Background: an optimization exercise with open tools, aiming at small area, a short achievable clock period and few clock cycles. Do not read the settings as production practice. RTL that was checked went through simulation tests only; none was proved equivalent to the original. Only the layout flow was run in run 2; the RTL was not checked for function there. Power figures rest on the tool's default switching activity, not on a simulated workload.

## flow/design.v (module list and top-level ports; edited modules follow where they fit)
// module barker_xcorr: 907 lines
// module fa: 10 lines
// module ha: 9 lines
module barker_xcorr (
    input  wire               clk,
    input  wire               rst,           
    input  wire [3:0]         cfg_hdr,       
    input  wire [1:0]         cfg_mod,       
    input  wire [17:0]        cfg_trig,      
    input  wire [15:0]        cfg_hitcap,    
    input  wire               in_valid,
    output reg                in_ready,
    input  wire               in_last,
    input  wire signed [7:0]  in_re,
    input  wire signed [7:0]  in_im,
    output reg                hr_valid,
    output wire [16:0]        hr_idx,
    output reg  signed [17:0] hr_val,
    output reg                hi_valid,
    output wire [16:0]        hi_idx,
    output reg  signed [17:0] hi_val,
    output reg                done,
    output wire [15:0]        nhr,
    output wire [15:0]        nhi,
    output wire               hitovf,
    output reg                desync
);
  // ...
==> flow/flow/run.sh <==
#!/bin/bash
# Standard ORFS layout (standard synthesis) with: port buffers of buf_2;
# a clock tree of larger clusters without dummy loads; repair_timing aiming
# for extra setup slack so that the achieved period is short.
set -euo pipefail
bash standard.sh SETUP_SLACK_MARGIN=16.5 'BUFFER_PORTS_ARGS=-buffer_cell sky130_fd_sc_hd__buf_2' \
  'CTS_ARGS=-sink_clustering_enable -repair_clock_nets -sink_clustering_size 30 -sink_clustering_max_diameter 300 -sink_clustering_levels 2 -buf_list sky130_fd_sc_hd__clkbuf_16 -sink_buffer_max_cap_derate 1.0 -dont_use_dummy_load' \
  finish > standard_flow.log 2>&1
==> flow/standard.sh <==
#!/bin/bash
# synth_recipe.tcl (not shown) runs the flow's synth.tcl, then flattens the netlist and writes it again
# the make line also repeats each setting of config.mk as NAME=value (left out here)
make -C /OpenROAD-flow-scripts/flow DESIGN_CONFIG=/design/flow/config.mk WORK_HOME=/design/flow/orfs CLKGATE_MAP_FILE= SYNTH_SCRIPT=/design/flow/synth_recipe.tcl "${@:-finish}"
==> flow/config.mk <==
export PLATFORM = sky130hd
export DESIGN_NAME = barker_xcorr
export DESIGN_NICKNAME = barker_xcorr
export VERILOG_FILES = /design/flow/design.v
export SDC_FILE = /design/flow/constraint.sdc
export NUM_CORES = 4
export LEC_CHECK = 0
export CAP_MARGIN = 20
export CORE_MARGIN = 2
export CORE_UTILIZATION = 60
export SLEW_MARGIN = 20
export SYNTH_HIERARCHICAL = 1
==> flow/constraint.sdc <==
create_clock -name core_clock -period 22.0 [get_ports {clk}]
set_input_delay 4.4000 -clock core_clock [delete_from_list [all_inputs] [get_ports {clk}]]
set_output_delay 4.4000 -clock core_clock [all_outputs]
set_load 0.01 [all_outputs]
==> summary.txt, run 1 <==
Non-clk buf share: 4.79%
Std-Cell Rows: 68
ClkCell Share: 1.88%
Iteration-0 DRC Markers: 288
Final WL: 38,000 um
RSZ-0062 raised after global routing: yes
Clk sink count: 400
Max Fclk: 0.184 GHz
Max_cap viols: 0
Finished Cell Area: 0.0226 mm^2
Clock power share: 13.4%
Largest registers: rim: 104 flops, rre: 104 flops
Distinct cells, synth: 54
Endpoints failing setup: 0
Endpoint class of the critical path: output pin
Synth Area in Compound Gates: 3.56%
CP arrival: 1.03 ns
Seq_cells: 400
Antenna Cells: 0
Setup TNS: 0 ns
Top power consumer group: combinational logic
Class of the most critical setup path: reg2out
WL per Instance: 16.2 um
Highest metal used: met4
Met2 GRT Util: 37.8%
Biggest Area Class: multi-input combinational cells
Met3 usage in global routing: 1.90%
Data required, critical path: 17.60 ns
Met2 routed WL: 18,300 um
CTS tree: done
Synthesized area: 0.0208 mm^2
Simple-Gate Fraction of Synth Area: 9.56%
Crit path depth: 1
Outcome: no timing/DRC/antenna violations
Testbench counts, summed over its fixed seeds: cycles 21,174.
==> inputs of run 2 (changes only) <==
--- a/flow/design.v
+++ b/flow/design.v
@@ -21,29 +21,31 @@
     output wire [15:0]        nhi,
     output wire               hitovf,
     output reg                desync
 );
     integer k;
     genvar  g;
     reg        is13, is11, h3;
     reg        mod0, mod2;
-    reg [15:0] trig_q;         
-    reg        trig_big;
+    reg [15:0] trig_m1;        
+    reg        trig_big;       
+    reg        trig_zero;      
     reg        capnz;          
     reg [3:0]  z_last;         
     always @(posedge clk) begin
         is13   <= cfg_hdr[3] & cfg_hdr[2];
         is11   <= !cfg_hdr[2];
         h3     <= cfg_hdr[3];
         z_last <= {cfg_hdr[3], !cfg_hdr[3], cfg_hdr[3] & cfg_hdr[2], 1'b1};    
         mod0   <= (cfg_mod == 2'd0);
         mod2   <= cfg_mod[1];
-        trig_q   <= cfg_trig[15:0];
-        trig_big <= |cfg_trig[17:16];
+        trig_m1   <= cfg_trig[15:0] - 16'd1;
+        trig_big  <= |cfg_trig[17:16];
+        trig_zero <= ~|cfg_trig;
         capnz  <= |cfg_hitcap;
     end
     reg [7:0] rre [0:12];
     reg [7:0] rim [0:12];
     reg        inframe;    
     reg        tail;       
     reg [3:0]  z;          
     reg [3:0]  r;          
@@ -815,20 +817,20 @@
     assign cim_179 = cim_107 ^ cim_162;
     assign cim_180 = cim_109 ^ cim_150;
     assign cim_181 = cim_111 ^ cim_164;
     assign cim_182 = cim_113 ^ cim_142;
     assign c_im = {cim_182, cim_181, cim_180, cim_179, cim_178, cim_177, cim_176, cim_175, cim_174, cim_173, cim_172, cim_171, cim_170, cim_169, cim_168, cim_83, cim_49};
     function hit;
         input [15:0] c;
         input sgn;
-        input [15:0] t;
+        input [15:0] tm;
         reg [16:0] d;
         begin
-            d = {1'b0, c ^ {16{sgn}}} + {1'b0, ~t} + {16'd0, sgn} + 17'd1;
+            d = {1'b0, c ^ {16{sgn}}} + {1'b0, ~tm} + {16'd0, sgn};
             hit = d[16];
         end
     endfunction
     reg [16:0] cq_re, cq_im;
     reg        v3, fin3, first3;
     always @(posedge clk) begin
         cq_re <= c_re;
         cq_im <= c_im;
@@ -837,18 +839,18 @@
             fin3   <= 1'b0;
             first3 <= 1'b0;
         end else begin
             v3     <= v2;
             fin3   <= v2 & fin2;
             first3 <= first2;
         end
     end
-    wire trig_re = !trig_big & hit(cq_re[15:0], cq_re[16], trig_q);
-    wire trig_im = !trig_big & hit(cq_im[15:0], cq_im[16], trig_q);
+    wire trig_re = !trig_big & (trig_zero | hit(cq_re[15:0], cq_re[16], trig_m1));
+    wire trig_im = !trig_big & (trig_zero | hit(cq_im[15:0], cq_im[16], trig_m1));
     reg  [15:0] cnt_r, cnt_i;
     reg         room_r, room_i;    
     reg         ovf;
     reg  [16:0] idx;
     wire        clr    = v3 & first3;
     wire [15:0] base_r = clr ? 16'd0 : cnt_r;
     wire [15:0] base_i = clr ? 16'd0 : cnt_i;
     wire [15:0] inc_r, inc_i;
==> run 2 against run 1 <==
  * Via count rose by 1.4%
  * Clock skew down 0.0017 ns
  * First-iteration DRC count grew 63%
  * Non-clock buffer count up 6
  * Final cell count up 0.21%
  * Area after synthesis down 0.75%
  * Core utilization grew 1.2 points
  * Sequential power about the same
  * Flip-flop and latch count grew 1
  * Critical path type unchanged
==> summary.txt, run 2 <==
Final WL: 38,300 um (was 38,000 um)
Worst hold-check path type: reg2reg (unchanged)
Largest net degree at the start of global routing: 54 (unchanged)
Clk sink count: 401 (was 400)
Commonest cells post-synth: 399 x dfxtp_1, 208 x fa_1, 193 x ha_1 (was 398 x dfxtp_1, 224 x ha_1, 208 x fa_1)
FF/Latch Area: 0.00807 mm^2 (was 0.00805 mm^2)
Antenna Cells: 0 (unchanged)
Fin crit share: 24.8% (was 24.7%)
Hold path startpoint: rim[9][5]$_DFF_P_ (was rim[11][4]$_DFF_P_)
RSZ-0062 raised after global routing: yes (unchanged)
Critical path fanouts, max: 2 (was 3)
Port-buffer cells: 165 (unchanged)
Internal power: 1.56 mW (was 1.63 mW)
First-pass GRT wire length: 62,300 um (about the same)
Clock power share: 14.1% (was 13.4%)
Area growth from synthesis to layout: 10.0% (was 9.07%)
Post-layout minimum cycle time: 5.45 ns (was 5.43 ns)
Slowest cell on crit path: dfxtp_1 (unchanged)
End of the worst hold path: rim[10][5]$_DFF_P_ (was rim[12][4]$_DFF_P_)
Sequential fraction of the synthesis area: 39.1% (was 38.7%)
R2r startpoint: z_last[3]$_DFF_P_ (was z_last[1]$_DFF_P_)
Most frequent cells in the layout: 389 x dfxtp_1, 206 x fa_1, 192 x ha_1 (was 391 x dfxtp_1, 223 x ha_1, 207 x fa_1)
Peak VDD IR: 76.7 uV (was 93.7 uV)
EDFF count, synth: 2 (unchanged)
FILL cells: 2,643 (was 2,753)
CTS buffer count: 17 (unchanged)
GRT overflow: 0 (unchanged)
Net Count, Synth: 2,211 (was 2,240)
Switch share: 37.9% (was 38.2%)
Startpoint types: flip-flop (unchanged)
Synth top area cells: dfxtp_1 39%, fa_1 20%, ha_1 12% (was dfxtp_1 38%, fa_1 20%, ha_1 14%)
Die W: 189 um (was 190 um)
R2R setup slack: 16.72 ns (was 16.73 ns)
Worst-Skew Late Latency: 0.53 ns (was 0.54 ns)
Crit-path cells: buf_2 (unchanged)
CP arrival: 1.05 ns (was 1.03 ns)
Final Total Pwr: 2.51 mW (was 2.63 mW)
Commonest non-fill, non-tap cell in the layout: dfxtp_1 (unchanged)
Pwr/cell area: 111 mW/mm^2 (was 116 mW/mm^2)
Final HPWL DP: 29,200 um (was 29,000 um)
Final number of hold-violating endpoints: 0 (unchanged)
Die area: 0.0358 mm^2 (was 0.0361 mm^2)
Inst Count DP: 2,306 (unchanged)
Synth top area share: 38.8% (was 38.4%)
Post-route insts no fill: 2,344 (was 2,339)
Gp weighted congestion: 0.871 (was 0.865)
FF-to-FF path depth: 20 (was 19)
Crit path largest cell delay: 0.39 ns (was 0.38 ns)
Distinct cells, synth: 64 (was 54)
Mean Syn Cell Area: 11.8 um^2 (was 11.9 um^2)
Clk root buf: clkbuf_16 (unchanged)
CTS tree: done (unchanged)
Initial Util: 61.1% (was 60.5%)
Layout cells sized above 1: 14.7% (was 13.6%)
Synth area leader: dfxtp_1 (unchanged)
CTS clock-pin slew for the worst setup and hold paths: 0.11 ns (about the same)
DRC Markers: 0 (unchanged)
WL per Instance: 16.3 um (was 16.2 um)
Routed vias/inst: 5.08 (was 5.02)
Net Sw Power: 950 uW (was 1.01 mW)
Std-Cell Rows: 67 (was 68)
Largest registers: rim: 104 flops, rre: 104 flops (unchanged)
Iteration-0 DRC Markers: 470 (was 288)
Post-Synthesis Cells: 1,750 (was 1,748)
Final ANT Viol Nets: 0 (unchanged)
Post-synthesis register bit count: 401 (was 400)
RR Endpoint: s_im[10]$_DFF_P_ (was s_re[11]$_DFF_P_)
Max_slew headroom: 31.4% (was 29.0%)
Initial antenna violation count: 0 (unchanged)
Most frequent cell after synthesis: dfxtp_1 (unchanged)
Max Fclk: 0.184 GHz (about the same)
Crit path max-delay family: flip-flops (unchanged)
Die height: 189 um (was 190 um)
Synth async-reset ratio: 0% (unchanged)
Io pins: 168 (unchanged)
Max_cap viols: 0 (unchanged)
Vias: 11.9k (was 11.7k)
Setup Skew: 0.0472 ns (was 0.0489 ns)
Register share of total power: 35.9% (was 34.3%)
Hold Path Stages: 0 (unchanged)
Primary FF master, synth: dfxtp_1 (unchanged)
Core area: 0.0337 mm^2 (was 0.0343 mm^2)
Buf/Inv on CP: 1 (unchanged)
Class of the most critical setup path: reg2out (unchanged)
Largest buffer count on any clock path: 3 (unchanged)
Data required, critical path: 17.60 ns (about the same)
Multi-input gate area: 0.0120 mm^2 (was 0.0122 mm^2)
CTS Hold Buffers Added: 0 (unchanged)
Synth Warn #: 11 (unchanged)
CP startpoint: cnt_i[4]$_DFF_P_ (was idx[16]$_SDFF_PP0_)
Logic gate share of total power: 50.0% (was 52.3%)
Vias in the first global route: 12.4k (was 12.5k)
Tot GR Track Use: 21.6% (was 21.7%)
CTS H-Tree Depth: 1 (unchanged)
Endpoints failing setup: 0 (unchanged)
Synthesized area: 0.0206 mm^2 (was 0.0208 mm^2)
Final max-slew violation count: 0 (unchanged)
Drt first pass iters: 4 (unchanged)
Measured slew at the worst slew-check pin: 1.03 ns (was 1.04 ns)
Leak: 10.7 nW (was 10.8 nW)
Outcome: no timing/DRC/antenna violations (unchanged)
Setup TNS: 0 ns (unchanged)
Endpoint class of the critical path: output pin (unchanged)
Layout Nets: 2,359 (was 2,378)
[run 2: what timing repair did]
action                                  CTS  global route
pin swaps                                 3             9
endpoints found under the setup margin   13            16
resized for setup                        24            41
setup buffers                             3            15
cloned                                    1             2
[run 2: worst max path at each step]
| stage | end | slack (ns) | cells past startpoint |
|---|---|---|---|
| after global routing | s_im[10]$_DFF_P_ | 16.46 | 20 |
| after global placement | s_im[11]$_DFF_P_ | 15.70 | 18 |
| final | nhi[4] | 16.55 | 1 |
| after CTS | s_im[11]$_DFF_P_ | 16.47 | 18 |
| after floorplan | trig_m1[13]$_DFF_P_ | 16.36 | 6 |
| after detailed placement | s_im[11]$_DFF_P_ | 15.64 | 18 |
[run 2: final cells by class]
class | instances | share of cell area (%)
Clock buffer | 17 | 1.88
Multi-Input combinational cell | 1190 | 53.1
Inverter | 94 | 1.57
Tap cell | 448 | 2.47
Timing Repair Buffer | 194 | 5.34
Sequential cell | 401 | 35.6
[run 2: stage by stage]
stage	hold slack, ns	worst slack [ns]	util [%]	area (um^2)
after floorplan	0.324	16.36	-	20600
after global placement	0.325	15.70	64.6	21800
after detailed placement	0.330	15.64	64.6	21800
after CTS	0.296	16.47	66.3	22300
after global routing	0.294	16.46	67.3	22700
final	0.295	16.55	67.3	22700
[run 2: logic make-up (layout without fill, tap and decap cells)]
kind of cell / after synthesis / after routing / share of synthesized area [%]
compound gates: 133 / 133 / 4.35
xor+xnor: 237 / 237 / 10.2
fa+ha+maj: 401 / 401 / 31.9
buf+inv: 159 / 305 / 3.30
flops: 401 / 401 / 39.1
mux: 17 / 17 / 0.923
simple gates: 402 / 402 / 10.3
[run 2: routing by layer]
layer,track usage [%],vias to the layer above,share of wire (%)
met5,0,-,0
met4,4.56,0,1.9
met3,2.15,38,3.0
met2,37.0,174,48
met1,30.1,5745,47
li1,-,5952,-
[run 2: worst reg2reg max path, cell delays in order, from the launching register on]
cell and delay (ns):
dfxtp_4 0.41, buf_12 0.17, clkinvlp_4 0.12, buf_6 0.19, nor2_2 0.15, fa_1 0.45, fa_1 0.43, fa_1 0.53
fa_1 0.43, fa_1 0.54, ha_4 0.22, a21o_1 0.19, a21oi_2 0.18, o21bai_1 0.11, a21oi_2 0.18, o21bai_1 0.10
a21oi_2 0.18, o21bai_1 0.08, a21oi_1 0.17, xor2_1 0.25, nor2_1 0.07
[run 2: modules after synthesis (local to each module, per instance)]
module | cells inside | cell area, um^2 | flip-flops and latches | times used
barker_xcorr | 1449 | 15300 | 401 | 1
fa | 1 | 20.0 | 0 | 206
ha | 1 | 12.5 | 0 | 95
[run 2: power groups by stage]
stage               Combinational [mW]  Clock (mW)  Sequential [mW]
global placement                  1.19           0            0.919
CTS                               1.24       0.370            0.903
finish                            1.25       0.354            0.902
detailed placement                1.21           0            0.921
global route                      1.44       0.393            0.913
floorplan                        0.917           0            0.904

## separate check: timing with driven ports
How much do the figures lean on ideal ports? The routed layouts below were timed once more, with nothing changed but the port constraints. Step 1: set_driving_cell puts a clkbuf_16 on clk and a buf_2 on each other input, an assumption about the parent block. Step 2 moves the port delays by t, midway between the first and last clock arrival at a register: inputs arrive t later, outputs are due t later. That takes back most of the time a late clock gives input paths. Three values: ideal ports, drivers, drivers and shift; two values: the first two.
run	shift t [ns]	slack for setup (ns)	latest minus earliest clock arrival (ns)	worst register clock-pin slew, ns
run 1	0.571	16.569 / 16.512 / 16.245	0.051 / 0.051	0.11 / 0.11
run 2	0.562	16.551 / 16.496 / 16.107	0.055 / 0.054	0.12 / 0.12
After both steps every run listed still meets setup and hold. For run 2, which loses most, drivers alone change the setup slack by -0.055 ns; drivers and shift together by -0.444 ns.
